This design comes from an exercise in tuning for small area and a short achievable clock period on the open sky130 flow, not from production work. Where RTL was checked, it was by simulation tests only, not by an equivalence proof against the original. Power figures rest on the tool's default switching activity, not on a simulated workload.

==> flow/design.v <==
module ledsr_core (
    input  wire       clk,
    input  wire       rst,         
    input  wire       en,          
    input  wire       wr_en,       
    input  wire [7:0] wr_addr,     
    input  wire [7:0] wr_data,
    input  wire       start,       
    output reg        busy,
    output reg        pin_data,
    output reg        pin_clk,
    output reg        pin_stb
);
    reg [1535:0] fr;
    reg [23:0] wq_grp_n;
    reg [7:0]  wq_lane_n, wq_data;
    integer wi;
    always @(posedge clk) begin
        for (wi = 0; wi < 24; wi = wi + 1)
            wq_grp_n[wi] <= !((wr_addr[7:5] == wi / 3) && (wr_addr[4:3] == wi % 3));
        for (wi = 0; wi < 8; wi = wi + 1)
            wq_lane_n[wi] <= !(wr_en && (wr_addr[2:0] == wi));
        wq_data <= wr_data;
    end
    genvar gl, gc, gn;
    generate
        for (gl = 0; gl < 8; gl = gl + 1) begin : g_led
            for (gc = 0; gc < 3; gc = gc + 1) begin : g_chan
                for (gn = 0; gn < 8; gn = gn + 1) begin : g_lane
                    wire sel = !(wq_grp_n[gl * 3 + gc] || wq_lane_n[gn]);
                    always @(posedge clk)
                        if (sel)
                            fr[((gl * 3 + gc) * 8 + gn) * 8 +: 8] <= wq_data;
                end
            end
        end
    endgenerate
    reg [2:0] led_i;
    reg [1:0] chan_k;
    reg [2:0] plane_p;
    reg [2:0] plane_c1, plane_c2, plane_c3;
    reg [7:0] rd_led;
    reg [7:0] rd_plane [0:3];    
    reg [1:0] rd_k;
    integer ri;
    always @(posedge clk) begin
        for (ri = 0; ri < 8; ri = ri + 1) begin
            rd_led[ri]      <= (led_i == ri);
            rd_plane[0][ri] <= (plane_p == ri);
            rd_plane[1][ri] <= (plane_c1 == ri);
            rd_plane[2][ri] <= (plane_c2 == ri);
            rd_plane[3][ri] <= (plane_c3 == ri);
        end
        rd_k <= chan_k;
    end
    reg [7:0] part_r, part_g, part_b;    
    reg [1:0] k_d;
    generate
        for (gn = 0; gn < 8; gn = gn + 1) begin : g_rd
            wire [7:0] br, bg, bb;       
            for (gl = 0; gl < 8; gl = gl + 1) begin : g_rl
                assign br[gl] = |(fr[((gl * 3 + 0) * 8 + gn) * 8 +: 8] & rd_plane[gn / 2]);
                assign bg[gl] = |(fr[((gl * 3 + 1) * 8 + gn) * 8 +: 8] & rd_plane[gn / 2]);
                assign bb[gl] = |(fr[((gl * 3 + 2) * 8 + gn) * 8 +: 8] & rd_plane[gn / 2]);
            end
            always @(posedge clk) begin
                part_r[gn] <= |(br & rd_led);
                part_g[gn] <= |(bg & rd_led);
                part_b[gn] <= |(bb & rd_led);
            end
        end
    endgenerate
    wire [7:0] sel_part = (k_d == 2'd0) ? part_g :
                          (k_d == 2'd1) ? part_r : part_b;
    wire [7:0] word_d;
    generate
        for (gn = 0; gn < 8; gn = gn + 1) begin : g_wd
            assign word_d[7 - gn] = sel_part[gn];
        end
    endgenerate
    reg [7:0] fifo_mem [0:7];
    reg [3:0] fifo_count;
    reg       push_d, push_d2;
    reg [2:0] wp_dat;        
    wire [3:0] count_inc = fifo_count + 4'd1;
    wire [3:0] count_dec = fifo_count - 4'd1;
    wire fifo_full  = fifo_count[3];
    wire fifo_empty = (fifo_count == 4'd0);
    reg        feeding, settling;
    reg [4:0]  settle_hi;
    wire push     = feeding && !fifo_full;
    wire pos_last = (led_i == 3'd7) && (chan_k == 2'd2) && (plane_p == 3'd0);
    wire settle_done = (settle_hi == 5'd28) && (led_i == 3'd5) &&
                       (chan_k == 2'd0) && (plane_p == 3'd4);
    wire advance  = push || settling;
    always @(posedge clk) begin
        k_d <= rd_k;
        if (rst) begin
            busy     <= 1'b0;
            feeding  <= 1'b0;
            settling <= 1'b0;
        end else if (!feeding && !settling) begin
            if (start) begin
                busy     <= 1'b1;
                feeding  <= 1'b1;
            end
        end else begin
            if (push && pos_last) begin
                feeding   <= 1'b0;
                settling  <= 1'b1;
                settle_hi <= 5'd0;
            end
            if (settling) begin
                if (settle_done) begin
                    busy     <= 1'b0;
                    settling <= 1'b0;
                end
                if (pos_last)
                    settle_hi <= settle_hi + 5'd1;
            end
        end
        if (!feeding && !settling) begin
            led_i    <= 3'd0;
            chan_k   <= 2'd0;
            plane_p  <= 3'd7;
            plane_c1 <= 3'd7;
            plane_c2 <= 3'd7;
            plane_c3 <= 3'd7;
        end else if (advance) begin
            if (plane_p != 3'd0) begin
                plane_p  <= plane_p - 3'd1;
                plane_c1 <= plane_c1 - 3'd1;
                plane_c2 <= plane_c2 - 3'd1;
                plane_c3 <= plane_c3 - 3'd1;
            end else begin
                plane_p  <= 3'd7;
                plane_c1 <= 3'd7;
                plane_c2 <= 3'd7;
                plane_c3 <= 3'd7;
                if (chan_k != 2'd2) begin
                    chan_k <= chan_k + 2'd1;
                end else begin
                    chan_k <= 2'd0;
                    led_i  <= led_i + 3'd1;
                end
            end
        end
    end
    localparam [2:0] ST_HEADER = 3'd0, ST_PULL = 3'd1,
                     ST_LOOP0  = 3'd2, ST_LOOP1 = 3'd3, ST_LOOP2 = 3'd4;
    reg [2:0] st;
    reg [2:0] cnt;
    reg       ph;
    reg [7:0] osr;
    reg       pop_d, pop_d2;
    reg [2:0] rp_dat;        
    wire pop = en && (st == ST_PULL) && !fifo_empty;
    integer j;
    always @(posedge clk) begin
        push_d  <= push && !rst;
        push_d2 <= push_d && !rst;
        if (push_d2)
            fifo_mem[wp_dat] <= word_d;
        pop_d  <= pop && !rst;
        pop_d2 <= pop_d && !rst;
        if (pop_d2)
            osr <= fifo_mem[rp_dat];
        if (rst) begin
            wp_dat <= 3'd0;
            rp_dat <= 3'd0;
        end else begin
            if (push_d2)
                wp_dat <= wp_dat + 3'd1;
            if (pop_d2)
                rp_dat <= rp_dat + 3'd1;
        end
        if (rst) begin
            fifo_count <= 4'd0;
        end else begin
            if (push != pop)
                fifo_count <= push ? count_inc : count_dec;
        end
    end
    always @(posedge clk) begin
        if (rst) begin
            st       <= ST_HEADER;
            cnt      <= 3'd0;
            ph       <= 1'b0;
            pin_data <= 1'b0;
            pin_clk  <= 1'b0;
            pin_stb  <= 1'b0;
        end else if (en) begin
            case (st)
                ST_HEADER: begin
                    pin_data <= 1'b1;
                    pin_clk  <= 1'b0;
                    pin_stb  <= 1'b1;
                    st       <= ST_PULL;
                end
                ST_PULL: begin
                    if (!fifo_empty) begin
                        cnt <= 3'd0;
                        ph  <= 1'b0;
                        st  <= ST_LOOP0;
                    end
                end
                ST_LOOP0, ST_LOOP1, ST_LOOP2: begin
                    if (!ph) begin
                        if (st == ST_LOOP0)
                            pin_data <= 1'b1;
                        else if (st == ST_LOOP1)
                            pin_data <= osr[~cnt];
                        else
                            pin_data <= 1'b0;
                        pin_clk <= 1'b0;
                        pin_stb <= 1'b0;
                        ph      <= 1'b1;
                    end else begin
                        pin_clk <= 1'b1;
                        ph      <= 1'b0;
                        cnt     <= cnt + 3'd1;
                        if (cnt == 3'd7)
                            st <= (st == ST_LOOP0) ? ST_LOOP1 :
                                  (st == ST_LOOP1) ? ST_LOOP2 : ST_HEADER;
                    end
                end
                default: st <= ST_HEADER;
            endcase
        end
    end
endmodule
clock: 7.0 ns
lec_check: 0
cap_margin: 20
core_margin: 2
core_utilization: 72
cts_buf_list: sky130_fd_sc_hd__clkbuf_8 sky130_fd_sc_hd__clkbuf_16
cts_cluster_diameter: 90
cts_cluster_size: 30
place_density: 0.8
setup_slack_margin: 4.5
slew_margin: 20
run.sh (not shown) runs the stock make flow with config.mk's settings and CLKGATE_MAP_FILE= SYNTH_SCRIPT=/design/flow/synth_recipe.tcl, a recipe that flattens the netlist after the stock synthesis.
==> next run, changes <==
--- a/flow/design.v
+++ b/flow/design.v
@@ -10,20 +10,28 @@
     output reg        pin_data,
     output reg        pin_clk,
     output reg        pin_stb
 );
     reg [1535:0] fr;
-    reg [23:0] wq_grp_n;
-    reg [7:0]  wq_lane_n, wq_data;
-    integer wi;
-    always @(posedge clk) begin
-        for (wi = 0; wi < 24; wi = wi + 1)
-            wq_grp_n[wi] <= !((wr_addr[7:5] == wi / 3) && (wr_addr[4:3] == wi % 3));
-        for (wi = 0; wi < 8; wi = wi + 1)
-            wq_lane_n[wi] <= !(wr_en && (wr_addr[2:0] == wi));
+    reg       wq_en;
+    reg [7:0] wq_addr, wq_data;
+    always @(posedge clk) begin
+        wq_en   <= wr_en;
+        wq_addr <= wr_addr;
         wq_data <= wr_data;
     end
+    wire [23:0] wq_grp_n;
+    wire [7:0]  wq_lane_n;
+    genvar gi;
+    generate
+        for (gi = 0; gi < 24; gi = gi + 1) begin : g_wgrp
+            assign wq_grp_n[gi] = !((wq_addr[7:5] == gi / 3) && (wq_addr[4:3] == gi % 3));
+        end
+        for (gi = 0; gi < 8; gi = gi + 1) begin : g_wlane
+            assign wq_lane_n[gi] = !(wq_en && (wq_addr[2:0] == gi));
+        end
+    endgenerate
     genvar gl, gc, gn;
     generate
         for (gl = 0; gl < 8; gl = gl + 1) begin : g_led
             for (gc = 0; gc < 3; gc = gc + 1) begin : g_chan
                 for (gn = 0; gn < 8; gn = gn + 1) begin : g_lane
@@ -36,34 +44,32 @@
         end
     endgenerate
     reg [2:0] led_i;
     reg [1:0] chan_k;
     reg [2:0] plane_p;
-    reg [2:0] plane_c1, plane_c2, plane_c3;
+    reg [2:0] plane_c0, plane_c1;
     reg [7:0] rd_led;
-    reg [7:0] rd_plane [0:3];    
+    reg [7:0] rd_plane [0:1];    
     reg [1:0] rd_k;
     integer ri;
     always @(posedge clk) begin
         for (ri = 0; ri < 8; ri = ri + 1) begin
             rd_led[ri]      <= (led_i == ri);
-            rd_plane[0][ri] <= (plane_p == ri);
+            rd_plane[0][ri] <= (plane_c0 == ri);
             rd_plane[1][ri] <= (plane_c1 == ri);
-            rd_plane[2][ri] <= (plane_c2 == ri);
-            rd_plane[3][ri] <= (plane_c3 == ri);
         end
         rd_k <= chan_k;
     end
     reg [7:0] part_r, part_g, part_b;    
     reg [1:0] k_d;
     generate
         for (gn = 0; gn < 8; gn = gn + 1) begin : g_rd
             wire [7:0] br, bg, bb;       
             for (gl = 0; gl < 8; gl = gl + 1) begin : g_rl
-                assign br[gl] = |(fr[((gl * 3 + 0) * 8 + gn) * 8 +: 8] & rd_plane[gn / 2]);
-                assign bg[gl] = |(fr[((gl * 3 + 1) * 8 + gn) * 8 +: 8] & rd_plane[gn / 2]);
-                assign bb[gl] = |(fr[((gl * 3 + 2) * 8 + gn) * 8 +: 8] & rd_plane[gn / 2]);
+                assign br[gl] = |(fr[((gl * 3 + 0) * 8 + gn) * 8 +: 8] & rd_plane[gn / 4]);
+                assign bg[gl] = |(fr[((gl * 3 + 1) * 8 + gn) * 8 +: 8] & rd_plane[gn / 4]);
+                assign bb[gl] = |(fr[((gl * 3 + 2) * 8 + gn) * 8 +: 8] & rd_plane[gn / 4]);
             end
             always @(posedge clk) begin
                 part_r[gn] <= |(br & rd_led);
                 part_g[gn] <= |(bg & rd_led);
                 part_b[gn] <= |(bb & rd_led);
@@ -121,24 +127,21 @@
         end
         if (!feeding && !settling) begin
             led_i    <= 3'd0;
             chan_k   <= 2'd0;
             plane_p  <= 3'd7;
+            plane_c0 <= 3'd7;
             plane_c1 <= 3'd7;
-            plane_c2 <= 3'd7;
-            plane_c3 <= 3'd7;
         end else if (advance) begin
             if (plane_p != 3'd0) begin
                 plane_p  <= plane_p - 3'd1;
+                plane_c0 <= plane_c0 - 3'd1;
                 plane_c1 <= plane_c1 - 3'd1;
-                plane_c2 <= plane_c2 - 3'd1;
-                plane_c3 <= plane_c3 - 3'd1;
             end else begin
                 plane_p  <= 3'd7;
+                plane_c0 <= 3'd7;
                 plane_c1 <= 3'd7;
-                plane_c2 <= 3'd7;
-                plane_c3 <= 3'd7;
                 if (chan_k != 2'd2) begin
                     chan_k <= chan_k + 2'd1;
                 end else begin
                     chan_k <= 2'd0;
                     led_i  <= led_i + 3'd1;
Outcome:
- power shrinks by about 1.9%
- critical path depth grows by 2
- area after synthesis shrinks by 1.7%
- worst setup slack got worse by 0.38 ns
- count of clock-buffer cells in the layout stays the same
- via count shrinks by about 1.9%
Only the layout flow was run in the second run of this note; the RTL was not checked for function there.

==> separate check: timing with driven ports <==
How much do the figures lean on ideal ports? The routed layouts below were timed once more, with nothing changed but the port constraints.
Step 1, drivers: a clkbuf_16 drives clk and a buf_2 each remaining input, both assumed.
Step 2 moves the port delays by t, midway between the first and last clock arrival at a register: inputs arrive t later, outputs are due t later. That takes back most of the time a late clock gives input paths.
Slacks: no drivers / after step 1 / after step 2; pairs: no drivers / after step 1.
run | shift t [ns] | setup WS [ns] | hold WS [ns]
the first run | 0.750 | 4.474 / 4.400 / 3.913 | 0.361 / 0.361 / 0.361
the second run | 0.730 | 4.098 / 4.098 / 4.098 | 0.341 / 0.341 / 0.341
After both steps every run listed still meets setup and hold. For the first run, which loses most, drivers alone change the setup slack by -0.074 ns; drivers and shift together by -0.561 ns.
